Context: an optimization exercise on an open-source flow, tuned for small area. The choices shown serve that exercise and are no tape-out recipe.
Where RTL was checked, it was by simulation tests only, not by an equivalence proof against the original.
No functional check of the RTL was part of run 5.
Power figures rest on the tool's default switching activity, not on a simulated workload. No driver is modelled on the clock port, so clocking that relies on it looks cheaper here than on a real chip.

==> flow/design.v <==
module eeprom_ctrl (
    input  wire        clk,
    input  wire        rst,
    input  wire [7:0]  rx_data,
    input  wire        rx_valid,
    output wire        rx_ready,
    output reg  [7:0]  tx_data,
    output wire        tx_valid,
    input  wire        tx_ready,
    output wire [14:0] eep_a,
    output wire [7:0]  eep_d_out,
    output wire        eep_d_dir,
    input  wire [7:0]  eep_d_in,
    output wire        eep_ce,
    output wire        eep_oe,
    output wire        eep_we
);
    localparam [7:0] CH_LF    = 8'h0a;
    localparam [7:0] CH_COLON = 8'h3a;
    localparam [7:0] CH_COMMA = 8'h2c;
    localparam [3:0] C_OTHER = 4'd0, C_V = 4'd1, C_H = 4'd2, C_P = 4'd3,
                     C_U = 4'd4, C_B = 4'd5, C_R = 4'd6, C_W = 4'd7,
                     C_N = 4'd8, C_S = 4'd9, C_T = 4'd10;
    localparam [4:0] S_RECV   = 5'd0,
                     S_DISP   = 5'd1,
                     S_ALIGN  = 5'd2,
                     S_NFILL  = 5'd3,
                     S_SFILL  = 5'd4,
                     S_RDIR   = 5'd5,
                     S_ROE    = 5'd6,
                     S_RADDR  = 5'd7,
                     S_RCE    = 5'd8,
                     S_RWAIT  = 5'd9,
                     S_ROEOFF = 5'd10,
                     S_WDIR   = 5'd11,
                     S_WADDR  = 5'd12,
                     S_TWAIT  = 5'd13,
                     S_WCE    = 5'd14,
                     S_WWE    = 5'd15,
                     S_WWAIT  = 5'd16,
                     S_WCEOFF = 5'd17,
                     S_PWAIT  = 5'd18,
                     S_WEND   = 5'd19;
    localparam [2:0] PS_ADDR  = 3'd0,
                     PS_SEP   = 3'd1,
                     PS_DATA  = 3'd2,
                     PS_DATA1 = 3'd3,
                     PS_CS0   = 3'd4,
                     PS_CS1   = 3'd5,
                     PS_IGN   = 3'd6;
    localparam [2:0] RP_OK    = 3'd0,
                     RP_ERR   = 3'd1,
                     RP_ERRCS = 3'd2,
                     RP_VER   = 3'd3,
                     RP_HELP  = 3'd4,
                     RP_RDATA = 3'd5;
    function [3:0] hexval;
        input [7:0] c;
        begin
            if (c >= 8'h30 && c <= 8'h39)      hexval = c[3:0];
            else if (c >= 8'h41 && c <= 8'h46) hexval = c[3:0] + 4'd9;
            else if (c >= 8'h61 && c <= 8'h66) hexval = c[3:0] + 4'd9;
            else                               hexval = 4'd0;
        end
    endfunction
    function [3:0] tag_class;
        input [7:0] c;
        begin
            case (c)
                8'h56: tag_class = C_V;
                8'h3f: tag_class = C_H;
                8'h50: tag_class = C_P;
                8'h55: tag_class = C_U;
                8'h42: tag_class = C_B;
                8'h52: tag_class = C_R;
                8'h57: tag_class = C_W;
                8'h4e: tag_class = C_N;
                8'h53: tag_class = C_S;
                8'h54: tag_class = C_T;
                default: tag_class = C_OTHER;
            endcase
        end
    endfunction
    localparam [159:0] VER_TXT  = {"EEPROM Version=0.03", 8'h0a};
    localparam [239:0] HELP_TXT = {"Commands: V P U R W B N S T ?", 8'h0a};
    reg [4:0]   state;
    reg [6:0]   cnt;         
    reg         ovf;
    reg [2:0]   ps;
    reg [3:0]   cls;         
    reg [15:0]  addr;        
    reg [2:0]   k;           
    reg [4:0]   n;           
    reg [7:0]   given;       
    reg         csp;
    wire        sep_ok = (ps == PS_DATA) || (ps == PS_DATA1) || (ps == PS_CS0) ||
                         (ps == PS_CS1) || csp;
    reg [7:0]   computed;    
    reg [14:0]  base;
    reg [6:0]   pos;         
    reg [1023:0] page;
    reg [127:0] xfer;
    reg         ctl_ce, ctl_oe, ctl_we, ctl_dir;
    wire        emit  = state[4] & state[3];
    wire [2:0]  rkind = state[2:0];
    wire       tick  = (pos[1:0] == 2'd3);
    wire [7:0] xhead = xfer[7:0];
    wire [7:0] xtail = xfer[127:120];
    wire [7:0] phead = page[7:0];
    wire [5:0] ridx  = cnt[5:0];
    wire       jseq    = (cls == C_P) || (cls == C_U) || (cls == C_B);
    wire       saved   = cnt[4];
    wire       is55    = (cnt[2:0] == 3'd1) || (cnt[2:0] == 3'd4);
    reg  [7:0] seq_d;
    always @(*) begin
        case (cnt[2:0])
            3'd0, 3'd3: seq_d = 8'hAA;
            3'd1, 3'd4: seq_d = 8'h55;
            3'd2:       seq_d = (cls == C_P) ? 8'hA0 : 8'h80;
            default:    seq_d = (cls == C_B) ? 8'h10 : 8'h20;
        endcase
    end
    reg wlast;
    always @(*) begin
        case (cls)
            C_W:     wlast = (cnt[4:0] + 5'd1 == n);
            C_T:     wlast = (cnt == 7'd127);
            C_B:     wlast = (cnt[2:0] == 3'd5);
            default: wlast = saved || (cnt[2:0] == ((cls == C_P) ? 3'd2 : 3'd5));
        endcase
    end
    wire [14:0] sum_a = addr[14:0] + {8'd0, cnt};
    wire        jwr   = jseq && ctl_dir;
    assign eep_a     = !jwr ? sum_a : saved ? 15'h0000 : (15'h5555 ^ {15{is55}});
    assign eep_d_out = (jwr && !saved) ? seq_d : xtail;
    assign eep_d_dir = ctl_dir;
    assign eep_ce    = ~ctl_ce;
    assign eep_oe    = ~ctl_oe;
    assign eep_we    = ~ctl_we;
    assign rx_ready  = (state == S_RECV);
    assign tx_valid  = emit;
    reg [5:0] rlast;
    reg [7:0] txt;
    reg [3:0] nib;
    reg       hex, uc;
    always @(*) begin
        txt = CH_LF;
        rlast = 6'd0;
        hex = 1'b0;
        uc = 1'b0;
        nib = xhead[3:0];
        case (rkind)
            RP_OK: begin
                rlast = 6'd2;
                case (ridx[1:0])
                    2'd0: txt = "O";
                    2'd1: txt = "K";
                    default: txt = CH_LF;
                endcase
            end
            RP_ERR, RP_ERRCS: begin
                uc = 1'b1;
                rlast = (rkind == RP_ERR) ? 6'd3 : 6'd9;
                case (ridx[3:0])
                    4'd0: txt = "E";
                    4'd1: txt = "R";
                    4'd2: txt = "R";
                    4'd3: txt = (rkind == RP_ERR) ? CH_LF : " ";
                    4'd4: begin hex = 1'b1; nib = given[7:4]; end
                    4'd5: begin hex = 1'b1; nib = given[3:0]; end
                    4'd6: txt = " ";
                    4'd7: begin hex = 1'b1; nib = computed[7:4]; end
                    4'd8: begin hex = 1'b1; nib = computed[3:0]; end
                    default: txt = CH_LF;
                endcase
            end
            RP_VER: begin
                rlast = 6'd19;
                txt = VER_TXT[8*(5'd19-ridx[4:0]) +: 8];
            end
            RP_HELP: begin
                rlast = 6'd29;
                txt = HELP_TXT[8*(5'd29-ridx[4:0]) +: 8];
            end
            RP_RDATA: begin
                rlast = 6'd40;
                if (ridx == 6'd0)       begin hex = 1'b1; nib = addr[15:12]; end
                else if (ridx == 6'd1)  begin hex = 1'b1; nib = addr[11:8]; end
                else if (ridx == 6'd2)  begin hex = 1'b1; nib = addr[7:4]; end
                else if (ridx == 6'd3)  begin hex = 1'b1; nib = addr[3:0]; end
                else if (ridx == 6'd4)  txt = CH_COLON;
                else if (ridx <= 6'd36) begin hex = 1'b1; nib = ridx[0] ? xhead[7:4] : xhead[3:0]; end
                else if (ridx == 6'd37) txt = CH_COMMA;
                else if (ridx == 6'd38) begin hex = 1'b1; nib = computed[7:4]; end
                else if (ridx == 6'd39) begin hex = 1'b1; nib = computed[3:0]; end
                else                    txt = CH_LF;
            end
            default: ;
        endcase
        if (!hex)             tx_data = txt;
        else if (nib < 4'd10) tx_data = {4'h3, nib};
        else                  tx_data = {2'b01, ~uc, 2'b00, nib[2:0] - 3'd1};
    end
    wire [7:0] ch     = rx_data;
    wire [3:0] chv    = hexval(ch);
    wire       is_f3  = (cls == C_W) || (cls == C_S);
    wire [7:0] pair_b = {given[7:4], chv};
    wire       take   = rx_valid && (ch > 8'h1f) && (ch != CH_LF) && (cnt != 7'd80);
    wire       s_hit = (pos == sum_a[6:0]) && (cnt[4:0] != n);
    wire       pwr   = (state == S_NFILL) || ((state == S_SFILL) && s_hit);
    wire [7:0] pwdata = (state == S_NFILL) ? 8'hFF : xhead;
    always @(posedge clk)
        page <= {pwr ? pwdata : phead, page[1023:8]};
    reg        xsh;
    reg  [7:0] xin;
    always @(*) begin
        xsh = 1'b0;
        xin = xhead;
        case (state)
            S_RECV:
                if (take && cnt != 7'd0 && ps == PS_DATA1 && ch != CH_COMMA) begin
                    xsh = 1'b1;
                    xin = pair_b;
                end
            S_RWAIT:
                if (tick) begin
                    xsh = 1'b1;
                    xin = eep_d_in;
                end
            S_TWAIT:
                if (pos == cnt) begin
                    xsh = 1'b1;
                    xin = phead;
                end
            S_ALIGN:  xsh = !cnt[4];
            S_SFILL:  xsh = s_hit;
            S_WADDR:  xsh = (cls == C_W);
            default: ;
        endcase
        if (emit)
            xsh = tx_ready && (rkind == RP_RDATA) && !ridx[0] &&
                  (ridx >= 6'd6) && (ridx <= 6'd36);
    end
    always @(posedge clk)
        if (xsh) xfer <= {xin, xfer[127:8]};
    task line_init;
        begin
            state    <= S_RECV;
            cnt      <= 7'd0;
            ovf      <= 1'b0;
            ps       <= PS_ADDR;
            addr     <= 16'd0;
            k        <= 3'd0;
            n        <= 5'd0;
            csp      <= 1'b0;
            computed <= 8'd0;
        end
    endtask
    task start_reply;
        input [2:0] kind;
        begin
            cnt   <= 7'd0;
            state <= {2'b11, kind};
        end
    endtask
    always @(posedge clk) begin
        if (rst) begin
            line_init;
            pos     <= 7'd0;
            ctl_ce  <= 1'b0;
            ctl_oe  <= 1'b0;
            ctl_we  <= 1'b0;
            ctl_dir <= 1'b0;
        end else begin
            pos <= pos + 7'd1;
            case (state)
                S_RECV: begin
                    if (rx_valid) begin
                        if (ch == CH_LF)
                            state <= S_DISP;
                        else if (ch > 8'h1f && cnt == 7'd80)
                            ovf <= 1'b1;
                    end
                    if (take) begin
                        cnt <= cnt + 7'd1;
                        if (cnt == 7'd0) begin
                            cls <= tag_class(ch);
                            if (!((ch == 8'h52) || (ch == 8'h4e) ||
                                  (ch == 8'h57) || (ch == 8'h53)))
                                ps <= PS_IGN;
                        end else begin
                            case (ps)
                                PS_ADDR: begin
                                    if (ch == CH_COLON) begin
                                        if (is_f3) begin
                                            ps     <= PS_DATA;
                                        end else begin
                                            ps <= PS_IGN;
                                        end
                                    end else begin
                                        addr <= {addr[11:0], chv};
                                        k    <= k + 3'd1;
                                        if (k == 3'd3)
                                            ps <= is_f3 ? PS_SEP : PS_IGN;
                                    end
                                end
                                PS_SEP: begin
                                    if (ch == CH_COLON) begin
                                        ps     <= PS_DATA;
                                    end else begin
                                        ps <= PS_IGN;
                                    end
                                end
                                PS_DATA: begin
                                    if (ch == CH_COMMA) begin
                                        ps <= PS_CS0;
                                    end else if (n != 5'd16) begin
                                        given[7:4] <= chv;
                                        ps <= PS_DATA1;
                                    end
                                end
                                PS_DATA1: begin
                                    if (ch == CH_COMMA) begin
                                        ps <= PS_CS0;
                                    end else begin
                                        computed <= computed ^ pair_b;
                                        n        <= n + 5'd1;
                                        ps       <= PS_DATA;
                                    end
                                end
                                PS_CS0: begin
                                    given[7:4] <= chv;
                                    ps <= PS_CS1;
                                end
                                PS_CS1: begin
                                    given[3:0] <= chv;
                                    csp <= 1'b1;
                                    ps  <= PS_IGN;
                                end
                                default: ;
                            endcase
                        end
                    end
                end
                S_DISP: begin
                    if (ovf) begin
                        start_reply(RP_ERR);
                    end else if (cnt == 7'd0) begin
                        line_init;
                    end else begin
                        cnt <= 7'd127;
                        case (cls)
                            C_V: start_reply(RP_VER);
                            C_H: start_reply(RP_HELP);
                            C_P, C_U: state <= S_RDIR;
                            C_B: state <= S_WDIR;
                            C_T: begin
                                addr  <= {1'b0, base};
                                state <= S_WDIR;
                            end
                            C_R: begin
                                if (k == 3'd0) start_reply(RP_ERR);
                                else           state <= S_RDIR;
                            end
                            C_N: begin
                                if (k == 3'd0) begin
                                    start_reply(RP_ERR);
                                end else begin
                                    base  <= addr[14:0];
                                    cnt   <= 7'd0;
                                    state <= S_NFILL;
                                end
                            end
                            C_W, C_S: begin
                                if (k == 3'd0 || !sep_ok) begin
                                    start_reply(RP_ERR);
                                end else if (csp && given != computed) begin
                                    start_reply(RP_ERRCS);
                                end else begin
                                    cnt   <= {2'd0, n};
                                    state <= S_ALIGN;
                                end
                            end
                            default: start_reply(RP_ERR);
                        endcase
                    end
                end
                S_ALIGN: begin
                    if (cnt[4]) begin
                        if (cls == C_S) begin
                            cnt   <= 7'd0;
                            state <= S_SFILL;
                        end else begin
                            cnt   <= 7'd127;
                            state <= S_WDIR;
                        end
                    end else begin
                        cnt <= cnt + 7'd1;
                    end
                end
                S_NFILL: begin
                    cnt <= cnt + 7'd1;
                    if (cnt == 7'd127)
                        start_reply(RP_OK);
                end
                S_SFILL: begin
                    if (cnt[4:0] == n)
                        start_reply(RP_OK);
                    else if (s_hit)
                        cnt <= cnt + 7'd1;
                end
                S_RDIR: begin
                    ctl_dir <= 1'b0;
                    state   <= S_ROE;
                end
                S_ROE: begin
                    ctl_oe <= 1'b1;
                    state  <= S_RADDR;
                end
                S_RADDR: begin
                    cnt   <= cnt + 7'd1;
                    state <= S_RCE;
                end
                S_RCE: begin
                    if (tick) begin
                        ctl_ce <= 1'b1;
                        state  <= S_RWAIT;
                    end
                end
                S_RWAIT: begin
                    if (tick) begin
                        ctl_ce   <= 1'b0;
                        computed <= computed ^ eep_d_in;
                        if (cls == C_R && cnt[3:0] != 4'd15)
                            state <= S_RADDR;
                        else
                            state <= S_ROEOFF;
                    end
                end
                S_ROEOFF: begin
                    ctl_oe <= 1'b0;
                    if (cls == C_R) begin
                        start_reply(RP_RDATA);
                    end else begin
                        cnt   <= 7'd127;
                        state <= S_WDIR;
                    end
                end
                S_WDIR: begin
                    ctl_dir <= 1'b1;
                    if (cls == C_W && n == 5'd0)
                        start_reply(RP_OK);
                    else
                        state <= S_WADDR;
                end
                S_WADDR: begin
                    cnt   <= cnt + 7'd1;
                    state <= (cls == C_T) ? S_TWAIT : S_WCE;
                end
                S_TWAIT: begin
                    if (pos == cnt)
                        state <= S_WCE;
                end
                S_WCE: begin
                    ctl_ce <= 1'b1;
                    state  <= S_WWE;
                end
                S_WWE: begin
                    if (tick) begin
                        ctl_we <= 1'b1;
                        state  <= S_WWAIT;
                    end
                end
                S_WWAIT: begin
                    if (tick) begin
                        ctl_we <= 1'b0;
                        state  <= S_WCEOFF;
                    end
                end
                S_WCEOFF: begin
                    ctl_ce <= 1'b0;
                    state  <= wlast ? S_WEND : S_WADDR;
                end
                S_WEND: begin
                    case (cls)
                        C_T: begin
                            cnt   <= 7'd0;
                            state <= S_PWAIT;
                        end
                        C_P, C_U: begin
                            if (saved) begin
                                start_reply(RP_OK);
                            end else begin
                                cnt   <= 7'd15;
                                state <= S_WADDR;
                            end
                        end
                        default: start_reply(RP_OK);
                    endcase
                end
                S_PWAIT: begin
                    if (pos == 7'd127) begin
                        cnt <= cnt + 7'd1;
                        if (cnt == 7'd8)
                            start_reply(RP_OK);
                    end
                end
                default: begin
                    if (emit && tx_ready) begin
                        if (ridx == rlast) begin
                            if (rkind == RP_RDATA)
                                start_reply(RP_OK);
                            else
                                line_init;
                        end else begin
                            cnt <= cnt + 7'd1;
                        end
                    end
                end
            endcase
        end
    end
endmodule
==> flow/flow/run.sh <==
#!/bin/bash
# Own layout flow:
# 1. the standard synthesis, unchanged;
# 2. the combinational logic re-mapped for area by ABC, registers untouched
#    (same instances, names and cell types), best of four seeds; the result
#    is proven equivalent to the standard netlist, else the standard netlist
#    is kept;
# 3. the rest of the standard flow, with the smallest buffer on the ports
#    and a clock tree built from larger
#    sink clusters and without dummy loads.
# Each tool's output goes to its own log file in this folder.
set -euo pipefail
R=orfs/results/${FLOW_PLATFORM}/eeprom_ctrl/base
NET=$R/1_2_yosys.v
LIB=${FLOW_HOME}/platforms/${FLOW_PLATFORM}/lib/sky130_fd_sc_hd__tt_025C_1v80.lib

bash standard.sh synth > 1_standard_synth.log 2>&1

cp $NET $NET.std
# Four ABC runs with different seeds, in parallel; the smallest netlist that
# passes the checks and the equivalence proof is used.
for f in equiv check; do
  sed -e "s#@LIB@#${LIB}#g" -e "s#@NET@#${NET}#g" -e "s#@TOP@#${FLOW_TOP}#g" \
      flow/$f.ys.in > $f.ys
done
for s in 1 2 3 4; do
  sed -e "s#@LIB@#${LIB}#g" -e "s#@NET@#${NET}#g" -e "s#@TOP@#${FLOW_TOP}#g" \
      -e "s#@T@#60#g" -e "s#@S@#${s}#g" -e "s#@OUT@#resyn_${s}.v#g" flow/resyn.ys.in > resyn_${s}.ys
  yosys -s resyn_${s}.ys > 2_resyn_yosys_${s}.log 2>&1 &
done
wait || true
rm -f resyn_areas.txt
for s in 1 2 3 4; do
  a=$(grep "Chip area" 2_resyn_yosys_${s}.log | tail -1 | awk '{print $NF}') || true
  if [[ -n "$a" && -s resyn_${s}.v ]]; then echo "$a $s" >> resyn_areas.txt; fi
done
echo "re-mapping failed or not proven; standard netlist kept" > resyn_status.log
if [[ -s resyn_areas.txt ]]; then
  for s in $(sort -g resyn_areas.txt | awk '{print $2}'); do
    cp resyn_${s}.v $NET
    if yosys -s check.ys > 3_check_yosys_${s}.log 2>&1 &&
       yosys -s equiv.ys > 4_equiv_yosys_${s}.log 2>&1; then
      echo "re-mapped netlist of seed ${s} used" > resyn_status.log
      break
    fi
    cp $NET.std $NET
  done
fi
rm -f $R/1_synth.odb $R/1_synth.sdc

export BUFFER_PORTS_ARGS="-buffer_cell sky130_fd_sc_hd__buf_1"
export CTS_ARGS="-sink_clustering_enable -repair_clock_nets -dont_use_dummy_load -buf_list sky130_fd_sc_hd__clkbuf_16 -sink_clustering_size 30 -sink_clustering_max_diameter 100"
bash standard.sh > 5_standard_layout.log 2>&1
==> flow/flow/check.ys.in <==
read_liberty -lib @LIB@
read_verilog @NET@
hierarchy -check -top @TOP@
check -assert
==> flow/flow/equiv.ys.in <==
# Prove that the re-mapped netlist computes the same register inputs and
# outputs as the standard synthesis: registers are cut by name and the two
# combinational netlists are compared by SAT.
read_liberty -ignore_miss_func @LIB@
read_verilog -overwrite flow/tie_cell.v
setattr -mod -set blackbox 1 sky130_fd_sc_hd__*df*
read_verilog @NET@.std
rename @TOP@ gold
read_verilog @NET@
rename @TOP@ gate
hierarchy -check
flatten -noscopeinfo gold gate
expose -evert gold/t:sky130_fd_sc_hd__*df* gate/t:sky130_fd_sc_hd__*df*
opt_clean
stat gold gate
miter -equiv -flatten -make_assert gold gate miter
hierarchy -top miter
sat -verify -prove-asserts -set-def-inputs miter
==> flow/flow/resyn.ys.in <==
# Re-map the combinational logic of the standard synthesis for area.
# Registers (and their names and cell types) are left exactly as they are.
read_liberty -ignore_miss_func @LIB@
read_verilog @NET@.std
hierarchy -top @TOP@
setattr -mod -set blackbox 1 sky130_fd_sc_hd__*df* sky130_fd_sc_hd__conb_1
flatten
opt -full
abc -liberty @LIB@ -dont_use *lpflow* -dont_use *probe* -script +strash;&get,-n;&deepsyn,-S,@S@,-T,@T@;&dch,-f;&nf,-R,1000;&put;&get,-n;&dch;&nf,-R,1000;&put;topo
opt_clean -purge
hilomap -singleton -hicell sky130_fd_sc_hd__conb_1 HI -locell sky130_fd_sc_hd__conb_1 LO
splitnets
opt_clean -purge
insbuf -buf sky130_fd_sc_hd__buf_4 A X
stat -liberty @LIB@
write_verilog -noattr -nohex -nodec @OUT@
==> flow/flow/tie_cell.v <==
module sky130_fd_sc_hd__conb_1(output HI, output LO);
assign HI = 1'b1;
assign LO = 1'b0;
endmodule
==> flow/standard.sh <==
#!/bin/bash
# synth_recipe.tcl (not shown) runs the flow's synth.tcl, then flattens the netlist and writes it again
# the make line also repeats each setting of config.mk as NAME=value (left out here)
make -C /OpenROAD-flow-scripts/flow DESIGN_CONFIG=/design/flow/config.mk WORK_HOME=/design/flow/orfs CLKGATE_MAP_FILE= SYNTH_SCRIPT=/design/flow/synth_recipe.tcl "${@:-finish}"
==> flow/config.mk <==
export PLATFORM = sky130hd
export DESIGN_NAME = eeprom_ctrl
export DESIGN_NICKNAME = eeprom_ctrl
export VERILOG_FILES = /design/flow/design.v
export SDC_FILE = /design/flow/constraint.sdc
export NUM_CORES = 4
export LEC_CHECK = 0
export CAP_MARGIN = 20
export CORE_MARGIN = 2
export CORE_UTILIZATION = 66
export SLEW_MARGIN = 20
==> flow/constraint.sdc <==
create_clock -name core_clock -period 12.0 [get_ports {clk}]
set_input_delay 2.4000 -clock core_clock [delete_from_list [all_inputs] [get_ports {clk}]]
set_output_delay 2.4000 -clock core_clock [all_outputs]
set_load 0.01 [all_outputs]
==> flow_summary.json, run 1 <==
{
  "r2r_setup_slack_ns": 6.55,
  "place_congestion": 0.908,
  "ys_warn_count": 1,
  "post_drt_wl_per_cell_um": 23.0,
  "worstHoldStart": "page[899]",
  "htreeDepth": 2,
  "die_area_um2": 48200,
  "min_period_over_period": 0.584,
  "grt_max_degree": 82,
  "dp_hpwl_um": 40300,
  "holdWs_ns": 0.324,
  "post_cts_buffers": 0,
  "leakage_nw": 12.4,
  "worstPathCellList": "buf_4 -> maj3_1 -> maj3_1 -> or2_0 -> nand2_1 -> nand2_1 -> a22oi_1 -> nor2_1 -> a21oi_1 -> nor2b_1 -> and3_1 -> and2_0 -> and3_1 -> and2_0 -> a21oi_1 -> o21ai_0 -> nand2_1 -> buf_1",
  "cts.reportedPaths.clkPinSlew_ns": 0.12,
  "grt_pass1_wl_um": 93900,
  "cp-start-kind": "flop",
  "antenna_left": 0,
  "drc": 0,
  "min_path_cells": 0,
  "fmax_mhz": 143,
  "r2r_start": "cnt[1]",
  "use_met2": 0.435,
  "critPathMaxFanout": 35,
  "nets": 2147,
  "num_vias": 15200,
  "io_pins": 57,
  "dieWidth_um": 220,
  "period_needed_ns": 7.01,
  "core_area_um2": 45600,
  "netlist_instances": 2004,
  "wirelength_um": 62800,
  "numPortBuffers": 55,
  "grtUsageMet3": 0.0415,
  "dieHeight_um": 220,
  "clock-sinks": 1239,
  "antenna_found_initial": 1,
  "drive_above_1_share": 0.0344,
  "fin_worst_skew_ns": 0.0466,
  "clockRootBuffer": "clkbuf_16",
  "grt_util_met1": 0.362,
  "cp-startpoint": "cnt[2]",
  "hold_violations": 0,
  "tightest_slew_ns": 0.968,
  "via_per_inst": 5.56,
  "hold_buffers": 0,
  "hold_path.class": "reg -> reg",
  "cts_resized": 0,
  "cap_violations": 0,
  "place_area_um2": 31800,
  "grt_pass1_vias": 15200,
  "r2r-end": "xfer[108]",
  "cp.required_ns": 9.60,
  "fin_area_um2": 33000,
  "grt.busiest_layer": "met2",
  "crit_slowest_cell": "maj3_1",
  "final-max-slew-violation-count": 0,
  "clk_latency_ns": 0.62,
  "timing.setup.tns_ns": 0,
  "cellPowerDensity_nw_per_um2": 225,
  "max_stage_delay_ns": 0.44,
  "setup_viol_count_final": 0,
  "drtIter0Drc": 1342,
  "grt_setup_unrepaired": "no",
  "num_antenna_cells": 0,
  "worst_r2r_path_depth": 14,
  "area_growth_syn_to_layout_pct": 7.54,
  "cp.arrival_ns": 4.61,
  "cts_made_buffers": 47,
  "peakVddDrop_v": 0.000197,
  "status": "timing/DRC/antenna clean",
  "grt-ovfl-total": 0,
  "syn_area_um2": 30700,
  "postSynthAreaPerCell_um2": 15.3,
  "crit_end": "eep_a[14]",
  "grt_use_total": 0.265,
  "start_util": 0.673,
  "cts_tree": "done",
  "worst_path_most_repeated_cell": "nand2_1",
  "critPathKind": "reg -> out",
  "rows": 78,
  "clockBufferDepth": 3,
  "synth_nets": 2024,
  "dr.pass1.iters": 6,
  "worstSetupEndpointType": "primary output",
  "maxSlewHeadroom": 0.355
}
critical path: cells and delay by family, from the launching register on:
family,cells,cell delay (ns)
simple gates,10,1.64
fa+ha+maj,2,0.82
compound gates,4,0.74
buf+inv,2,0.46
flops,1,0.31
per-layer routing:
metal	vias to the layer above	routed length (um)
met5	-	21
met4	2	2080
met3	148	4090
li1	7042	-
met2	643	29800
met1	7319	26800
stage by stage:
stage	utilization	std cells	total power, mW	setup slack (ns)
final	0.724	2725	7.43	4.99
after floorplan	-	2004	5.27	3.52
after detailed placement	0.698	2678	5.66	5.27
after global routing	0.724	2725	7.68	4.71
after CTS	0.723	2725	7.45	4.68
after global placement	0.697	2678	5.65	5.55
placed cells by master, fill, tap and decap left out, types with 35 or more instances in the layout:
cell type	instances
buf_1	55
o21ai_0	63
nor3_1	37
nor2_1	105
edfxtp_1	155
nand2_1	131
clkbuf_16	47
a22oi_1	35
a21oi_1	60
dfxtp_1	1084
power by group:
part / internal, mW / switching (mW) / total (mW) / leakage [nW]
registers: 4.58 / 0.151 / 4.73 / 10.1
clock network: 0.708 / 1.11 / 1.82 / 0.579
logic: 0.239 / 0.639 / 0.878 / 1.70
sequential cells by signal (all words and copies together) (netlist names), 3 cells and up:
| signal | cells |
|---|---|
| addr | 16 |
| base | 15 |
| cls | 4 |
| cnt | 7 |
| computed | 8 |
| given | 8 |
| k | 3 |
| n | 5 |
| page | 1024 |
| pos | 7 |
| ps | 3 |
| state | 5 |
| xfer | 128 |
final cells by class:
type	count	area, um^2
flip-flops and latches	1239	26400
clock buffers	47	1180
repair buffers	75	357
inverters	23	86.3
multi-input cells	741	4260
fillers	2670	12600
well taps	600	751
worst min-delay path by stage:
stage | to | slack, ns
after floorplan | page[0] | 0.31
after global placement | page[126] | 0.31
after detailed placement | page[116] | 0.31
after CTS | page[314] | 0.33
after global routing | page[891] | 0.34
final | page[891] | 0.32
==> run 2, diff against run 1 <==
--- a/flow/config.mk
+++ b/flow/config.mk
@@ -8,4 +8,4 @@
 export CAP_MARGIN = 20
 export CORE_MARGIN = 2
-export CORE_UTILIZATION = 66
+export CORE_UTILIZATION = 50
 export SLEW_MARGIN = 20
==> run 2 against run 1 <==
Worst hold slack worse by 0.023 ns; total power shrank 0.87%; sequential share of layout area shrank 0.57 points; count of clock-buffer cells in the layout increased by 1; utilization shrank 17 points; cell count grew 6.6%; non-clock buffer count decreased by 2; worst setup slack got worse by 0.22 ns; die area is 31% higher; register-to-register slack worse by 0.49 ns; clock skew up 0.069 ns; combinational power down 5.7%; critical endpoint unchanged.
==> flow_summary.json, run 2 <==
{
  "dieWidth_um": 252,
  "place_congestion": 0.900,
  "final-max-slew-violation-count": 0,
  "cts.reportedPaths.clkPinSlew_ns": 0.11,
  "drtIter0Drc": 996,
  "dp_hpwl_um": 33500,
  "grt-ovfl-total": 0,
  "via_per_inst": 5.03,
  "clock-sinks": 1239,
  "die_area_um2": 63300,
  "fin_cells": 2906,
  "fin_worst_skew_ns": 0.116,
  "area_growth_syn_to_layout_pct": 8.32,
  "grt_pass1_vias": 14400,
  "critPathKind": "reg -> out",
  "leakage_nw": 12.4,
  "place_area_um2": 32000,
  "min_period_over_period": 0.602,
  "critical-path-top-delay-family": "simple AND/OR/NAND/NOR gates",
  "tightest_slew_ns": 1.17,
  "io_pins": 57,
  "grt_max_degree": 74,
  "grt_pass1_wl_um": 82400,
  "max_stage_delay_ns": 0.69,
  "cp-start-kind": "flop",
  "cellPowerDensity_nw_per_um2": 222,
  "drc": 0,
  "clk_latency_ns": 0.61,
  "core_area_um2": 60500,
  "grt_use_total": 0.167,
  "internal-power_mw": 5.53,
  "dr.pass1.iters": 5,
  "switching_share": 0.249,
  "status": "timing/DRC/antenna clean",
  "maxSlewHeadroom": 0.212,
  "wirelength_um": 52400,
  "layout_common_cells": "dfxtp_1 (1084), edfxtp_1 (155), nand2_1 (131)",
  "post_drt_wl_per_cell_um": 18.0,
  "path_buf_inv": 1,
  "seqPwrFrac": 0.641,
  "numPortBuffers": 55,
  "timing.setup.tns_ns": 0,
  "fmax_mhz": 138,
  "cts_made_buffers": 48,
  "setup_viol_count_final": 0,
  "switchingPower_mw": 1.84,
  "fillers": 4893,
  "cp.required_ns": 9.60,
  "worstSetupEndpointType": "primary output",
  "placed_cells": 2857,
  "clockRootBuffer": "clkbuf_16",
  "cts_resized": 0,
  "regMostFlops": "page",
  "hold_path.class": "reg -> reg",
  "postSynthAreaPerCell_um2": 15.3,
  "p_comb_frac": 0.112,
  "cp.arrival_ns": 4.83,
  "hold_buffers": 0,
  "hold_violations": 0,
  "peakVddDrop_v": 0.000127,
  "antenna_left": 0,
  "start_util": 0.507,
  "worstPathCellList": "nor2_1 -> a21oi_1 -> maj3_1 -> maj3_1 -> or2_0 -> nand2_1 -> nand2_1 -> a22oi_1 -> nor2_1 -> a21oi_1 -> nor2b_1 -> and3_1 -> and2_0 -> and3_1 -> and2_0 -> a21oi_1 -> o21ai_0 -> nand2_1 -> buf_1",
  "clockBufferDepth": 3,
  "cap_violations": 0,
  "critPathMaxFanout": 27,
  "nets": 2146,
  "final_common_cell": "dfxtp_1",
  "rows": 90,
  "period_needed_ns": 7.23,
  "post_cts_buffers": 0,
  "num_vias": 14600,
  "htreeDepth": 2,
  "power_frac_clock": 0.246,
  "num_antenna_cells": 0,
  "antenna_found_initial": 1,
  "syn_area_um2": 30700,
  "netlist_instances": 2004,
  "largest_reg_flops": 1024,
  "ys_warn_count": 1,
  "cts_tree": "done",
  "top_regs": "page: 1024 flops, xfer: 128 flops, addr: 16 flops",
  "synth_nets": 2024,
  "dieHeight_um": 252,
  "drive_above_1_share": 0.0339,
  "grt_setup_unrepaired": "no",
  "fin_area_um2": 33200,
  "crit_slowest_cell": "dfxtp_1"
}
## run 2: worst register-to-register path: cells and delay by family, from the launching register on
family          cells  cell delay (ns)
compound gates      2             0.37
buf+inv             2             0.90
flops               1             1.07
simple gates        9             3.30
## run 2: per-stage QoR
stage	hold slack (ns)	setup WS (ns)	total power, mW	utilization
5_1_grt	0.301	4.43	7.70	0.549
2_1_floorplan	0.310	3.52	5.27	-
6_report	0.301	4.77	7.37	0.549
3_5_place_dp	0.312	5.26	5.63	0.529
4_1_cts	0.297	4.62	7.44	0.549
3_3_place_gp	0.311	5.51	5.63	0.529
## run 2: power groups by stage
| stage | registers (mW) | logic, mW | clock network [mW] |
|---|---|---|---|
| 2_1_floorplan | 4.80 | 0.474 | 0 |
| 3_3_place_gp | 4.82 | 0.816 | 0 |
| 3_5_place_dp | 4.81 | 0.812 | 0 |
| 4_1_cts | 4.73 | 0.814 | 1.89 |
| 5_1_grt | 4.76 | 0.895 | 2.04 |
| 6_report | 4.73 | 0.828 | 1.82 |
## run 2: final cells by class
class / instances / area [um^2] / area share
multi-input cells: 741 / 4260 / 0.128
well taps: 782 / 978 / 0.0295
clock buffers: 48 / 1200 / 0.0362
repair buffers: 73 / 342 / 0.0103
inverters: 23 / 86.3 / 0.00260
flip-flops and latches: 1239 / 26400 / 0.793
## run 2: layer usage
layer	vias to the layer above	routed length, um	part of all wire	global-route usage
li1	7053	-	-	-
met1	7044	27000	0.51	0.261
met2	419	21300	0.41	0.239
met3	90	2760	0.053	0.0250
met4	0	1360	0.026	0.0517
met5	-	0	0	0
## run 2: path summary, 6_finish.rpt
kind	start	to	slack, ns	cells after the start
worst max-delay path	cnt[1]	eep_a[14]	4.77	19
worst min-delay path	page[985]	page[977]	0.30	0
worst max register to register	cnt[1]	xfer[1]	6.06	13
worst min register to register	page[985]	page[977]	0.30	0
==> run 3, diff against run 2 <==
--- a/flow/config.mk
+++ b/flow/config.mk
@@ -8,4 +8,4 @@
 export CAP_MARGIN = 20
 export CORE_MARGIN = 2
-export CORE_UTILIZATION = 50
+export CORE_UTILIZATION = 60
 export SLEW_MARGIN = 20
==> run 3 against run 2 <==
Still clean; first-iteration DRC count up 25%; area after synthesis is the same; die area fell by 16%; maximum frequency decreased by 0.55%; largest cell class unchanged; highest routed layer unchanged.
==> flow_summary.json, run 3 <==
{
  "status": "timing/DRC/antenna clean",
  "grt_use_total": 0.212,
  "finish.utilization": 0.658,
  "final_common_cell": "dfxtp_1",
  "cellPowerDensity_nw_per_um2": 223,
  "finalWorstSetupSlack_ns": 4.73,
  "clockBufferDepth": 3,
  "area_growth_syn_to_layout_pct": 7.90,
  "dr.pass1.iters": 5,
  "clock-sinks": 1239,
  "hold_buffers": 0,
  "numPortBuffers": 55,
  "max_stage_delay_ns": 0.85,
  "fin_worst_skew_ns": 0.0499,
  "cp-start-kind": "flop",
  "num_vias": 14700,
  "cts_resized": 0,
  "drtIter0Drc": 1247,
  "worstSetupEndpointType": "primary output",
  "setup_viol_count_final": 0,
  "dp_hpwl_um": 35600,
  "wirelength_um": 55400,
  "post_cts_buffers": 0,
  "grt_pass1_vias": 14500,
  "rows": 82,
  "cts_made_buffers": 48,
  "clk_latency_ns": 0.62,
  "hold_violations": 0,
  "leakage_nw": 12.4,
  "nets": 2149,
  "cp.required_ns": 9.60,
  "io_pins": 57,
  "largest_reg_flops": 1024,
  "cts_tree": "done",
  "core_area_um2": 50300,
  "fillers": 3489,
  "post_drt_wl_per_cell_um": 19.8,
  "critPathMaxFanout": 16,
  "cp.arrival_ns": 4.87,
  "dieHeight_um": 230,
  "min_period_over_period": 0.606,
  "place_congestion": 0.939,
  "dieWidth_um": 230,
  "final-max-slew-violation-count": 0,
  "worst_path_most_repeated_cell": "nor2b_1",
  "grt-ovfl-total": 0,
  "hold_path.class": "reg -> reg",
  "timing.setup.tns_ns": 0,
  "start_util": 0.610,
  "via_per_inst": 5.25,
  "peakVddDrop_v": 0.000169,
  "layout_common_cells": "dfxtp_1 (1084), edfxtp_1 (155), nand2_1 (131)",
  "regMostFlops": "page",
  "drc": 0,
  "netlist_instances": 2004,
  "tightest_slew_ns": 1.11,
  "top_regs": "page: 1024 flops, xfer: 128 flops, addr: 16 flops",
  "critical-path-top-delay-family": "simple AND/OR/NAND/NOR gates",
  "maxSlewHeadroom": 0.257,
  "grt_pass1_wl_um": 85900,
  "place_ws_ns": 5.35,
  "grt_max_degree": 68,
  "fmax_mhz": 138,
  "postSynthAreaPerCell_um2": 15.3,
  "cts.reportedPaths.clkPinSlew_ns": 0.11,
  "period_needed_ns": 7.27,
  "path_buf_inv": 1,
  "ys_warn_count": 1,
  "drive_above_1_share": 0.0339,
  "syn_area_um2": 30700,
  "synth_nets": 2024,
  "num_antenna_cells": 0,
  "die_area_um2": 52900,
  "crit_slowest_cell": "nor2b_1",
  "clockRootBuffer": "clkbuf_16",
  "critPathKind": "reg -> out",
  "worstPathCellList": "nand3b_1 -> o22a_1 -> nor2b_1 -> nor2b_1 -> nand2_1 -> a21oi_1 -> o31ai_1 -> o21ai_0 -> buf_1",
  "cap_violations": 0,
  "htreeDepth": 2,
  "antenna_found_initial": 0,
  "power_mw": 7.39,
  "antenna_left": 0,
  "grt_setup_unrepaired": "no"
}
[run 3: per-layer routing]
metal,part of all wire,global-route usage,up-vias
met1,0.48,0.320,7126
met4,0.031,0.0766,0
met3,0.053,0.0317,108
li1,-,-,7051
met2,0.43,0.315,422
met5,0,0,-
[run 3: layout make-up]
class,instances,area (um^2),area share
Clock buffer,48,1200,0.0363
Inverter,23,86.3,0.00261
Multi-Input combinational cell,741,4240,0.128
Sequential cell,1239,26400,0.796
Tap cell,672,841,0.0254
Timing Repair Buffer,76,364,0.0110
[run 3: final timing paths]
path / start / to / slack [ns] / cells after the start
setup / recovery: cls[1] / eep_d_out[5] / 4.73 / 9
hold / removal: page[742] / page[734] / 0.27 / 0
setup reg to reg: cnt[1] / xfer[28] / 6.35 / 14
hold reg to reg: page[742] / page[734] / 0.27 / 0
[run 3: per-stage QoR]
step                std cells  hold slack [ns]  instance area, um^2
floorplan                2004            0.310                30700
global placement         2751            0.310                31900
detailed placement       2751            0.312                31900
CTS                      2799            0.281                33100
global route             2799            0.282                33100
finish                   2799            0.275                33100
[run 3: power by group]
| part | switching [mW] | internal [mW] | leakage [nW] |
|---|---|---|---|
| registers | 0.125 | 4.58 | 10.1 |
| logic | 0.617 | 0.236 | 1.71 |
| clock network | 1.10 | 0.722 | 0.592 |
| total | 1.85 | 5.54 | 12.4 |
==> run 4, diff against run 3 <==
--- a/flow/design.v
+++ b/flow/design.v
@@ -90,5 +90,5 @@
     reg [3:0]   cls;         
     reg [15:0]  addr;        
-    reg [2:0]   k;           
+    reg         aok;         
     reg [4:0]   n;           
     reg [7:0]   given;       
@@ -251,5 +251,5 @@
             ps       <= PS_ADDR;
             addr     <= 16'd0;
-            k        <= 3'd0;
+            aok      <= 1'b0;
             n        <= 5'd0;
             csp      <= 1'b0;
@@ -274,4 +274,6 @@
         end else begin
             pos <= pos + 7'd1;
+            if (xsh && (state == S_RECV || state == S_RWAIT))
+                computed <= computed ^ xin;
             case (state)
                 S_RECV: begin
@@ -293,4 +295,5 @@
                                 PS_ADDR: begin
                                     if (ch == CH_COLON) begin
+                                        n <= 5'd0;
                                         if (is_f3) begin
                                             ps     <= PS_DATA;
@@ -300,7 +303,10 @@
                                     end else begin
                                         addr <= {addr[11:0], chv};
-                                        k    <= k + 3'd1;
-                                        if (k == 3'd3)
+                                        aok  <= 1'b1;
+                                        n    <= n + 5'd1;
+                                        if (n[1:0] == 2'd3) begin
+                                            n  <= 5'd0;
                                             ps <= is_f3 ? PS_SEP : PS_IGN;
+                                        end
                                     end
                                 end
@@ -324,5 +330,4 @@
                                         ps <= PS_CS0;
                                     end else begin
-                                        computed <= computed ^ pair_b;
                                         n        <= n + 5'd1;
                                         ps       <= PS_DATA;
@@ -360,9 +365,9 @@
                             end
                             C_R: begin
-                                if (k == 3'd0) start_reply(RP_ERR);
+                                if (!aok) start_reply(RP_ERR);
                                 else           state <= S_RDIR;
                             end
                             C_N: begin
-                                if (k == 3'd0) begin
+                                if (!aok) begin
                                     start_reply(RP_ERR);
                                 end else begin
@@ -373,5 +378,5 @@
                             end
                             C_W, C_S: begin
-                                if (k == 3'd0 || !sep_ok) begin
+                                if (!aok || !sep_ok) begin
                                     start_reply(RP_ERR);
                                 end else if (csp && given != computed) begin
@@ -431,5 +436,4 @@
                     if (tick) begin
                         ctl_ce   <= 1'b0;
-                        computed <= computed ^ eep_d_in;
                         if (cls == C_R && cnt[3:0] != 4'd15)
                             state <= S_RADDR;
@@ -492,5 +496,5 @@
                                 start_reply(RP_OK);
                             end else begin
-                                cnt   <= 7'd15;
+                                cnt[4] <= 1'b1;
                                 state <= S_WADDR;
                             end
==> run 4 against run 3 <==
Still clean; cell count rose by 0.14%; non-clock buffer count fell by 2; routed wire length rose by 0.29%; sequential power barely moved.
==> flow_summary.json, run 4 <==
{
  "worstPathCellList": "buf_4 -> nand2_1 -> a21oi_1 -> maj3_1 -> maj3_1 -> nor2_1 -> a21oi_1 -> a22oi_1 -> nor2_1 -> o21ai_0 -> nor2_1 -> and4_1 -> and3_1 -> a21oi_1 -> o21ai_0 -> nand2_1 -> buf_1",
  "core_area_um2": 50200,
  "start_util": 0.609,
  "peakVddDrop_v": 0.000170,
  "clk_latency_ns": 0.64,
  "cts.reportedPaths.clkPinSlew_ns": 0.10,
  "antenna_found_initial": 1,
  "synth_nets": 2029,
  "postSynthAreaPerCell_um2": 15.2,
  "max_stage_delay_ns": 0.43,
  "grtUsageMet3": 0.0319,
  "regMostFlops": "page",
  "worstSetupEndpointType": "primary output",
  "die_area_um2": 52800,
  "cts_made_buffers": 49,
  "final-max-slew-violation-count": 0,
  "dieHeight_um": 230,
  "grt_use_total": 0.213,
  "cellPowerDensity_nw_per_um2": 224,
  "post_cts_buffers": 0,
  "timing.setup.tns_ns": 0,
  "grt_max_degree": 86,
  "grt.busiest_layer": "met1",
  "clockBufferDepth": 3,
  "largest_reg_flops": 1024,
  "nets": 2153,
  "netlist_instances": 2009,
  "hold_buffers": 0,
  "drive_above_1_share": 0.0333,
  "leakage_nw": 12.5,
  "hold_path.class": "reg -> reg",
  "fmax_mhz": 144,
  "fin_area_um2": 33000,
  "cts_resized": 0,
  "period_needed_ns": 6.94,
  "clock-sinks": 1237,
  "status": "timing/DRC/antenna clean",
  "min_period_over_period": 0.578,
  "numPortBuffers": 55,
  "use_met2": 0.318,
  "clockRootBuffer": "clkbuf_16",
  "layout_common_cells": "dfxtp_1 (1082), edfxtp_1 (155), nand2_1 (154)",
  "path_buf_inv": 2,
  "place_congestion": 0.903,
  "area_growth_syn_to_layout_pct": 7.93,
  "num_antenna_cells": 0,
  "cap_violations": 0,
  "grt-ovfl-total": 0,
  "ys_warn_count": 1,
  "cp-start-kind": "flop",
  "critPathMaxFanout": 22,
  "dr.pass1.iters": 5,
  "hold_violations": 0,
  "cp.arrival_ns": 4.54,
  "rows": 82,
  "grt_pass1_wl_um": 85900,
  "htreeDepth": 2,
  "place_area_um2": 31800,
  "critPathKind": "reg -> out",
  "tightest_slew_ns": 1.02,
  "grt_setup_unrepaired": "no",
  "top_regs": "page: 1024 flops, xfer: 128 flops, addr: 16 flops",
  "maxSlewHeadroom": 0.317,
  "via_per_inst": 5.27,
  "setup_viol_count_final": 0,
  "antenna_left": 0,
  "post_drt_wl_per_cell_um": 19.8,
  "grt_pass1_vias": 14400,
  "fin_worst_skew_ns": 0.0872,
  "syn_area_um2": 30600,
  "io_pins": 57,
  "crit_slowest_cell": "o21ai_0",
  "final_common_cell": "dfxtp_1",
  "num_vias": 14800,
  "drc": 0,
  "wirelength_um": 55600,
  "dp_hpwl_um": 35400,
  "critical-path-top-delay-family": "simple AND/OR/NAND/NOR gates",
  "dieWidth_um": 230,
  "cts_tree": "done",
  "drtIter0Drc": 1158,
  "cp.required_ns": 9.60,
  "grt_util_met1": 0.321
}
[run 4: layer usage]
layer	up-vias	routed length, um
met2	425	24000
met4	2	1590
li1	7059	-
met3	87	2830
met5	-	11
met1	7188	27100
[run 4: layout make-up]
type / count / area [um^2]
clock buffer: 49 / 1230
timing repair buffer: 74 / 349
multi-input combinational: 736 / 4120
inverter: 35 / 131
fill: 3457 / 17200
tap: 672 / 841
sequential: 1237 / 26300
[run 4: final timing paths]
path,startpoint,endpoint,slack (ns),cells after the start
worst max-delay path,cnt[0],eep_a[14],5.06,17
worst min-delay path,page[135],page[127],0.29,0
worst max register to register,cnt[0],xfer[75],6.95,15
worst min register to register,page[135],page[127],0.29,0
[run 4: stage by stage]
stage               power [mW]  setup WS [ns]  hold slack, ns  utilization  cells
global route              7.67           4.78           0.287        0.657   2803
detailed placement        5.61           5.89           0.312        0.633   2754
floorplan                 5.26           2.88           0.310            -   2009
finish                    7.39           5.06           0.290        0.657   2803
CTS                       7.42           5.09           0.293        0.657   2803
global placement          5.63           5.92           0.309        0.633   2754
[run 4: power breakdown]
group	switching, mW	internal [mW]
Combinational	0.622	0.244
Sequential	0.146	4.54
Clock	1.10	0.735
Total	1.87	5.52
==> run 5, diff against run 4 <==
--- a/flow/design.v
+++ b/flow/design.v
@@ -48,5 +48,6 @@
                      PS_CS0   = 3'd4,
                      PS_CS1   = 3'd5,
-                     PS_IGN   = 3'd6;
+                     PS_IGN   = 3'd6,
+                     PS_CSD   = 3'd7;    
     localparam [2:0] RP_OK    = 3'd0,
                      RP_ERR   = 3'd1,
@@ -86,12 +87,12 @@
     reg [4:0]   state;
     reg [6:0]   cnt;         
-    reg         ovf;
+    wire        full  = (cnt[6:1] == 6'b101000);    
+    wire        ovf   = full & cnt[0];
     reg [2:0]   ps;
     reg [3:0]   cls;         
     reg [15:0]  addr;        
-    reg         aok;         
     reg [4:0]   n;           
     reg [7:0]   given;       
-    reg         csp;
+    wire        csp = (ps == PS_CSD);               
     wire        sep_ok = (ps == PS_DATA) || (ps == PS_DATA1) || (ps == PS_CS0) ||
                          (ps == PS_CS1) || csp;
@@ -206,5 +207,5 @@
     wire       is_f3  = (cls == C_W) || (cls == C_S);
     wire [7:0] pair_b = {given[7:4], chv};
-    wire       take   = rx_valid && (ch > 8'h1f) && (ch != CH_LF) && (cnt != 7'd80);
+    wire       take   = rx_valid && (ch > 8'h1f) && (ch != CH_LF) && !full;
     wire       s_hit = (pos == sum_a[6:0]) && (cnt[4:0] != n);
     wire       pwr   = (state == S_NFILL) || ((state == S_SFILL) && s_hit);
@@ -248,10 +249,7 @@
             state    <= S_RECV;
             cnt      <= 7'd0;
-            ovf      <= 1'b0;
             ps       <= PS_ADDR;
             addr     <= 16'd0;
-            aok      <= 1'b0;
             n        <= 5'd0;
-            csp      <= 1'b0;
             computed <= 8'd0;
         end
@@ -281,6 +279,6 @@
                         if (ch == CH_LF)
                             state <= S_DISP;
-                        else if (ch > 8'h1f && cnt == 7'd80)
-                            ovf <= 1'b1;
+                        else if (ch > 8'h1f && full)
+                            cnt <= 7'd81;
                     end
                     if (take) begin
@@ -295,7 +293,7 @@
                                 PS_ADDR: begin
                                     if (ch == CH_COLON) begin
-                                        n <= 5'd0;
                                         if (is_f3) begin
-                                            ps     <= PS_DATA;
+                                            n  <= 5'd0;
+                                            ps <= (n != 5'd0) ? PS_DATA : PS_IGN;
                                         end else begin
                                             ps <= PS_IGN;
@@ -303,8 +301,7 @@
                                     end else begin
                                         addr <= {addr[11:0], chv};
-                                        aok  <= 1'b1;
                                         n    <= n + 5'd1;
                                         if (n[1:0] == 2'd3) begin
-                                            n  <= 5'd0;
+                                            if (is_f3) n <= 5'd0;
                                             ps <= is_f3 ? PS_SEP : PS_IGN;
                                         end
@@ -340,6 +337,5 @@
                                 PS_CS1: begin
                                     given[3:0] <= chv;
-                                    csp <= 1'b1;
-                                    ps  <= PS_IGN;
+                                    ps  <= PS_CSD;
                                 end
                                 default: ;
@@ -365,9 +361,9 @@
                             end
                             C_R: begin
-                                if (!aok) start_reply(RP_ERR);
+                                if (n == 5'd0) start_reply(RP_ERR);
                                 else           state <= S_RDIR;
                             end
                             C_N: begin
-                                if (!aok) begin
+                                if (n == 5'd0) begin
                                     start_reply(RP_ERR);
                                 end else begin
@@ -378,5 +374,5 @@
                             end
                             C_W, C_S: begin
-                                if (!aok || !sep_ok) begin
+                                if (!sep_ok) begin
                                     start_reply(RP_ERR);
                                 end else if (csp && given != computed) begin
==> run 5 against run 4 <==
Still clean; total power grew 6.3%; first-iteration DRC count rose by 27%; cell count rose by 0.32%; worst setup slack gained 0.032 ns; via count increased by 2.3%; maximum frequency is 0.46% higher; final area about the same; routed wire length is 9.7% higher; area after synthesis is 0.16% higher; synthesized cell count grew 0.55%; register-to-register slack worse by 0.05 ns; combinational power grew 24%; largest power group unchanged.
==> flow_summary.json, run 5 <==
{
  "seqPwrFrac": 0.633,
  "post_drt_wl_per_cell_um": 21.7,
  "r2r_setup_slack_ns": 6.90,
  "cp-start-kind": "flop",
  "via_per_inst": 5.37,
  "clock-sinks": 1234,
  "cts_tree": "done",
  "cp.arrival_ns": 4.50,
  "worst_r2r_path_depth": 16,
  "hold_violations": 0,
  "period_needed_ns": 6.90,
  "dp_hpwl_um": 38900,
  "start_util": 0.609,
  "drc": 0,
  "drive_above_1_share": 0.0327,
  "timing.setup.tns_ns": 0,
  "hold_buffers": 0,
  "nets": 2161,
  "place_congestion": 0.914,
  "internal-power_mw": 5.74,
  "netlist_instances": 2020,
  "fmax_mhz": 145,
  "final_common_cell": "dfxtp_1",
  "critPathMaxFanout": 20,
  "worstSetupEndpointType": "primary output",
  "rows": 82,
  "r2r-end": "cnt[1]",
  "post_cts_buffers": 0,
  "cp.required_ns": 9.60,
  "grt-ovfl-total": 0,
  "p_comb_frac": 0.136,
  "synth_nets": 2040,
  "drtIter0Drc": 1467,
  "crit_slowest_cell": "dfxtp_1",
  "layout_common_cells": "dfxtp_1 (1079), edfxtp_1 (155), nand2_1 (120)",
  "hold_path.class": "reg -> reg",
  "grt_pass1_wl_um": 94000,
  "worstPathCellList": "buf_4 -> nand2_1 -> a21oi_1 -> nand2_1 -> nand3_1 -> o21ai_0 -> clkinv_1 -> maj3_1 -> maj3_1 -> and2_0 -> o21a_1 -> nand2_1 -> nor2_1 -> and2_0 -> and3_1 -> a21oi_1 -> o21ai_0 -> nand2_1 -> buf_1",
  "cp-startpoint": "cnt[0]",
  "cts_resized": 0,
  "status": "timing/DRC/antenna clean",
  "r2r_start": "cnt[0]",
  "num_vias": 15100,
  "tightest_slew_ns": 1.07,
  "max_stage_delay_ns": 0.55,
  "setup_viol_count_final": 0,
  "fin_worst_skew_ns": 0.0915,
  "grt_use_total": 0.234,
  "power_frac_clock": 0.231,
  "peakVddDrop_v": 0.000157,
  "cts.reportedPaths.clkPinSlew_ns": 0.10,
  "numPortBuffers": 55,
  "maxSlewHeadroom": 0.284,
  "die_area_um2": 52800,
  "grt_max_degree": 101,
  "io_pins": 57,
  "syn_area_um2": 30600,
  "fillers": 3432,
  "clockBufferDepth": 3,
  "worst_path_most_repeated_cell": "nand2_1",
  "switchingPower_mw": 2.11,
  "cellPowerDensity_nw_per_um2": 238,
  "min_period_over_period": 0.575,
  "antenna_left": 0,
  "multi_input_area_um2": 4230,
  "dieHeight_um": 230,
  "regMostFlops": "page",
  "clk_latency_ns": 0.66,
  "htreeDepth": 2,
  "critPathKind": "reg -> out",
  "antenna_found_initial": 5,
  "leakage_nw": 12.4,
  "dieWidth_um": 230,
  "cap_violations": 0,
  "ff_latch_area_um2": 26300,
  "dr.pass1.iters": 6,
  "power_mw": 7.85,
  "core_area_um2": 50300,
  "final-max-slew-violation-count": 0,
  "postSynthAreaPerCell_um2": 15.2,
  "largest_reg_flops": 1024,
  "grt_pass1_vias": 15200,
  "crit_end": "eep_a[14]",
  "ys_warn_count": 1,
  "area_growth_syn_to_layout_pct": 7.81,
  "cts_made_buffers": 47,
  "grt_setup_unrepaired": "no",
  "wirelength_um": 61000,
  "top_regs": "page: 1024 flops, xfer: 128 flops, addr: 16 flops",
  "switching_share": 0.269,
  "clockRootBuffer": "clkbuf_16"
}
run 5: worst max-delay path: cells and delay by family (launching register included):
kind,cells,cell delay [ns]
and+or+nand+nor,9,1.47
AOI/OAI and AO/OA,5,0.83
buffers and inverters,3,0.59
DFF,1,0.55
adders and majority gates,2,0.45
run 5: final cells by class:
| cell class | count | share of cell area |
|---|---|---|
| Sequential cell | 1234 | 0.796 |
| Multi-Input combinational cell | 745 | 0.128 |
| Clock buffer | 47 | 0.0356 |
| Tap cell | 672 | 0.0255 |
| Timing Repair Buffer | 73 | 0.0105 |
| Inverter | 40 | 0.00455 |
| Antenna cell | 1 | 0.0000758 |
run 5: worst min-delay path by stage:
stage              start         to  slack, ns  depth (start not counted)
6_report       page[744]  page[736]       0.28                          0
5_1_grt        page[744]  page[736]       0.28                          0
4_1_cts        page[265]  page[257]       0.28                          0
3_5_place_dp   page[157]  page[149]       0.31                          0
3_3_place_gp   page[151]  page[143]       0.31                          0
2_1_floorplan    page[8]    page[0]       0.31                          0
run 5: through the flow:
step	setup WS, ns	util	instance area, um^2	hold slack, ns	cells
finish	5.10	0.656	33000	0.278	2812
global route	4.77	0.656	33000	0.279	2811
CTS	5.00	0.656	33000	0.280	2811
floorplan	3.00	-	30600	0.310	2020
global placement	5.90	0.633	31800	0.310	2764
detailed placement	5.75	0.633	31800	0.312	2764
run 5: per-layer routing:
metal | vias up | track usage | share of wire
met1 | 7312 | 0.339 | 0.46
met4 | 0 | 0.0629 | 0.022
met5 | - | 0 | 0
met2 | 570 | 0.366 | 0.45
met3 | 118 | 0.0460 | 0.068
li1 | 7107 | - | -
run 5: power by group through the flow:
stage               Sequential (mW)  Clock, mW  Combinational (mW)
floorplan                      4.99          0               0.630
detailed placement             5.04          0                1.03
CTS                            4.98       1.85                1.04
global route                   5.02       1.98                1.16
global placement               5.04          0                1.04
finish                         4.97       1.81                1.07
==> run 6, diff against run 5 <==
--- a/flow/design.v
+++ b/flow/design.v
@@ -29,17 +29,17 @@
                      S_RDIR   = 5'd5,
                      S_ROE    = 5'd6,
-                     S_RADDR  = 5'd7,
-                     S_RCE    = 5'd8,
-                     S_RWAIT  = 5'd9,
-                     S_ROEOFF = 5'd10,
-                     S_WDIR   = 5'd11,
-                     S_WADDR  = 5'd12,
-                     S_TWAIT  = 5'd13,
-                     S_WCE    = 5'd14,
-                     S_WWE    = 5'd15,
-                     S_WWAIT  = 5'd16,
-                     S_WCEOFF = 5'd17,
-                     S_PWAIT  = 5'd18,
-                     S_WEND   = 5'd19;
+                     S_WDIR   = 5'd7,
+                     S_WADDR  = 5'd8,
+                     S_TWAIT  = 5'd9,
+                     S_WCE    = 5'd10,
+                     S_PWAIT  = 5'd11,
+                     S_WEND   = 5'd12,
+                     S_RWAIT  = 5'd16,
+                     S_WWE    = 5'd17,
+                     S_WWAIT  = 5'd18,
+                     S_WCEOFF = 5'd19,
+                     S_RADDR  = 5'd20,
+                     S_RCE    = 5'd21,
+                     S_ROEOFF = 5'd22;
     localparam [2:0] PS_ADDR  = 3'd0,
                      PS_SEP   = 3'd1,
@@ -102,5 +102,8 @@
     reg [1023:0] page;
     reg [127:0] xfer;
-    reg         ctl_ce, ctl_oe, ctl_we, ctl_dir;
+    reg         ctl_dir;
+    wire        ctl_ce = (state[4:2] == 3'b100);
+    wire        ctl_we = (state == S_WWAIT);
+    wire        ctl_oe = (state == S_RWAIT) || ((state[4:2] == 3'b101) && (state[1:0] != 2'b11));
     wire        emit  = state[4] & state[3];
     wire [2:0]  rkind = state[2:0];
@@ -266,7 +269,4 @@
             line_init;
             pos     <= 7'd0;
-            ctl_ce  <= 1'b0;
-            ctl_oe  <= 1'b0;
-            ctl_we  <= 1'b0;
             ctl_dir <= 1'b0;
         end else begin
@@ -416,5 +416,4 @@
                 end
                 S_ROE: begin
-                    ctl_oe <= 1'b1;
                     state  <= S_RADDR;
                 end
@@ -425,5 +424,4 @@
                 S_RCE: begin
                     if (tick) begin
-                        ctl_ce <= 1'b1;
                         state  <= S_RWAIT;
                     end
@@ -431,5 +429,4 @@
                 S_RWAIT: begin
                     if (tick) begin
-                        ctl_ce   <= 1'b0;
                         if (cls == C_R && cnt[3:0] != 4'd15)
                             state <= S_RADDR;
@@ -439,5 +436,4 @@
                 end
                 S_ROEOFF: begin
-                    ctl_oe <= 1'b0;
                     if (cls == C_R) begin
                         start_reply(RP_RDATA);
@@ -463,10 +459,8 @@
                 end
                 S_WCE: begin
-                    ctl_ce <= 1'b1;
                     state  <= S_WWE;
                 end
                 S_WWE: begin
                     if (tick) begin
-                        ctl_we <= 1'b1;
                         state  <= S_WWAIT;
                     end
@@ -474,10 +468,8 @@
                 S_WWAIT: begin
                     if (tick) begin
-                        ctl_we <= 1'b0;
                         state  <= S_WCEOFF;
                     end
                 end
                 S_WCEOFF: begin
-                    ctl_ce <= 1'b0;
                     state  <= wlast ? S_WEND : S_WADDR;
                 end
==> run 6 against run 5 <==
Still clean; cell count down 1.7%; worst setup slack got worse by 0.21 ns; sequential cell count down 3; largest cell class unchanged.
==> flow_summary.json, run 6 <==
{
  "grt_max_degree": 76,
  "worstSetupEndpointType": "primary output",
  "antenna_left": 0,
  "grt_pass1_wl_um": 82500,
  "grt_setup_unrepaired": "no",
  "cp.required_ns": 9.60,
  "timing.setup.tns_ns": 0,
  "status": "timing/DRC/antenna clean",
  "syn_area_um2": 30400,
  "dr.pass1.iters": 6,
  "switching_share": 0.257,
  "largest_reg_flops": 1024,
  "cp.arrival_ns": 4.71,
  "clk_latency_ns": 0.60,
  "antenna_found_initial": 0,
  "worst_path_most_repeated_cell": "nor2b_1",
  "cellPowerDensity_nw_per_um2": 228,
  "start_util": 0.608,
  "hold_path.class": "reg -> reg",
  "die_area_um2": 52500,
  "drtIter0Drc": 1282,
  "cp-start-kind": "flop",
  "cts_resized": 0,
  "fmax_mhz": 141,
  "cts.reportedPaths.clkPinSlew_ns": 0.10,
  "num_antenna_cells": 0,
  "io_pins": 57,
  "place_area_um2": 31600,
  "via_per_inst": 5.29,
  "num_vias": 14600,
  "maxSlewHeadroom": 0.310,
  "fin_area_um2": 32800,
  "ys_warn_count": 1,
  "drive_above_1_share": 0.0311,
  "final_common_cell": "dfxtp_1",
  "fin_worst_skew_ns": 0.0505,
  "post_cts_buffers": 0,
  "cts_tree": "done",
  "wirelength_um": 53200,
  "post_drt_wl_per_cell_um": 19.2,
  "peakVddDrop_v": 0.000163,
  "switchingPower_mw": 1.92,
  "fillers": 3589,
  "power_frac_clock": 0.241,
  "layout_common_cells": "dfxtp_1 (1076), edfxtp_1 (155), nand2_1 (132)",
  "nets": 2115,
  "htreeDepth": 2,
  "dieWidth_um": 229,
  "core_area_um2": 50100,
  "worstPathCellList": "clkinv_1 -> nand2_1 -> nor2_1 -> a221oi_1 -> and3_1 -> nor2b_1 -> a21boi_0 -> nor2b_1 -> a311oi_1 -> o31ai_1 -> buf_1",
  "seqPwrFrac": 0.633,
  "grt_use_total": 0.203,
  "cap_violations": 0,
  "period_needed_ns": 7.11,
  "critPathKind": "reg -> out",
  "numPortBuffers": 55,
  "crit_slowest_cell": "dfxtp_1",
  "internal-power_mw": 5.55,
  "final-max-slew-violation-count": 0,
  "leakage_nw": 12.4,
  "rows": 82,
  "postSynthAreaPerCell_um2": 15.4,
  "clockBufferDepth": 3,
  "hold_buffers": 0,
  "cts_made_buffers": 47,
  "critPathMaxFanout": 24,
  "netlist_instances": 1977,
  "hold_violations": 0,
  "min_period_over_period": 0.593,
  "synth_nets": 1997,
  "p_comb_frac": 0.126,
  "grt_pass1_vias": 14100,
  "place_congestion": 0.919,
  "max_stage_delay_ns": 0.99,
  "area_growth_syn_to_layout_pct": 7.70,
  "clockRootBuffer": "clkbuf_16",
  "drc": 0,
  "top_regs": "page: 1024 flops, xfer: 128 flops, addr: 16 flops",
  "dp_hpwl_um": 33800,
  "tightest_slew_ns": 1.01,
  "grt-ovfl-total": 0,
  "dieHeight_um": 229,
  "regMostFlops": "page",
  "clock-sinks": 1231,
  "setup_viol_count_final": 0
}
## run 6: power by group through the flow
stage / Sequential [mW] / Combinational, mW / Clock, mW
5_1_grt: 4.77 / 1.02 / 1.99
3_5_place_dp: 4.82 / 0.919 / 0
3_3_place_gp: 4.81 / 0.919 / 0
2_1_floorplan: 4.79 / 0.568 / 0
4_1_cts: 4.73 / 0.924 / 1.85
6_report: 4.73 / 0.943 / 1.80
## run 6: final timing paths
kind	from	depth (start not counted)	slack, ns	to
max reg2reg	cnt[1]	10	6.42	xfer[73]
min	page[64]	0	0.30	page[56]
max	cnt[1]	11	4.89	tx_data[2]
min reg2reg	page[64]	0	0.30	page[56]
## run 6: per-stage QoR
stage	setup WS [ns]	hold WS, ns	power, mW	instances	utilization
floorplan	3.02	0.310	5.36	1977	-
global placement	5.70	0.310	5.73	2718	0.631
detailed placement	5.62	0.312	5.73	2718	0.631
CTS	4.97	0.305	7.51	2765	0.654
global route	4.57	0.302	7.77	2765	0.654
finish	4.89	0.298	7.47	2765	0.654
## run 6: layout make-up
type | count | area (um^2) | area share
flip-flops and latches | 1231 | 26200 | 0.800
well taps | 672 | 841 | 0.0257
multi-input cells | 724 | 4150 | 0.127
clock buffers | 47 | 1180 | 0.0359
inverters | 21 | 78.8 | 0.00241
repair buffers | 70 | 319 | 0.00974
## run 6: worst max-delay path, delay by kind of cell, from the launching register on
family / cells / cell delay, ns
buffers and inverters: 2 / 0.97
flip-flops: 1 / 0.99
AND/OR/NAND/NOR: 5 / 1.31
AO/OA/AOI/OAI: 4 / 0.84
## run 6: layer usage
| metal | wire length (um) | track usage | up-vias |
|---|---|---|---|
| met3 | 3450 | 0.0372 | 93 |
| met2 | 22000 | 0.289 | 487 |
| met1 | 26400 | 0.316 | 7083 |
| li1 | - | - | 6963 |
| met5 | 0 | 0 | - |
| met4 | 1350 | 0.0631 | 0 |

port drivers added, routing unchanged:
The results above use ideal ports. As a check the final layouts listed here were re-extracted and re-timed, cells and wires unchanged.
Step 1: set_driving_cell puts a clkbuf_16 on clk and a buf_2 on each other input, an assumption about the parent block.
Step 2 times the ports against the registers' clock, not the clock port: input delays grow and output delays shrink by t, the midpoint of the rising clock arrivals with the driver on.
a / b / c = no drivers / after step 1 / after step 2; a / b = the first two.
| run | t (ns) | setup WS [ns] | clock arrival spread, ns | worst slew at a driven data input, ns | pins driven straight from the clock port |
|---|---|---|---|---|---|
| run 1 | 0.655 | 4.993 / 4.935 / 5.329 | 0.048 / 0.048 | 0.06 | 1 |
| run 2 | 0.625 | 4.774 / 4.708 / 5.333 | 0.121 / 0.121 | 0.03 | 1 |
| run 3 | 0.661 | 4.734 / 4.673 / 5.304 | 0.053 / 0.053 | 0.05 | 1 |
| run 4 | 0.657 | 5.064 / 5.002 / 5.659 | 0.089 / 0.089 | 0.13 | 1 |
| run 5 | 0.670 | 5.096 / 5.035 / 5.705 | 0.092 / 0.092 | 0.06 | 1 |
| run 6 | 0.637 | 4.886 / 4.828 / 5.465 | 0.055 / 0.056 | 0.04 | 1 |
After both steps setup and hold are still met in every run listed.
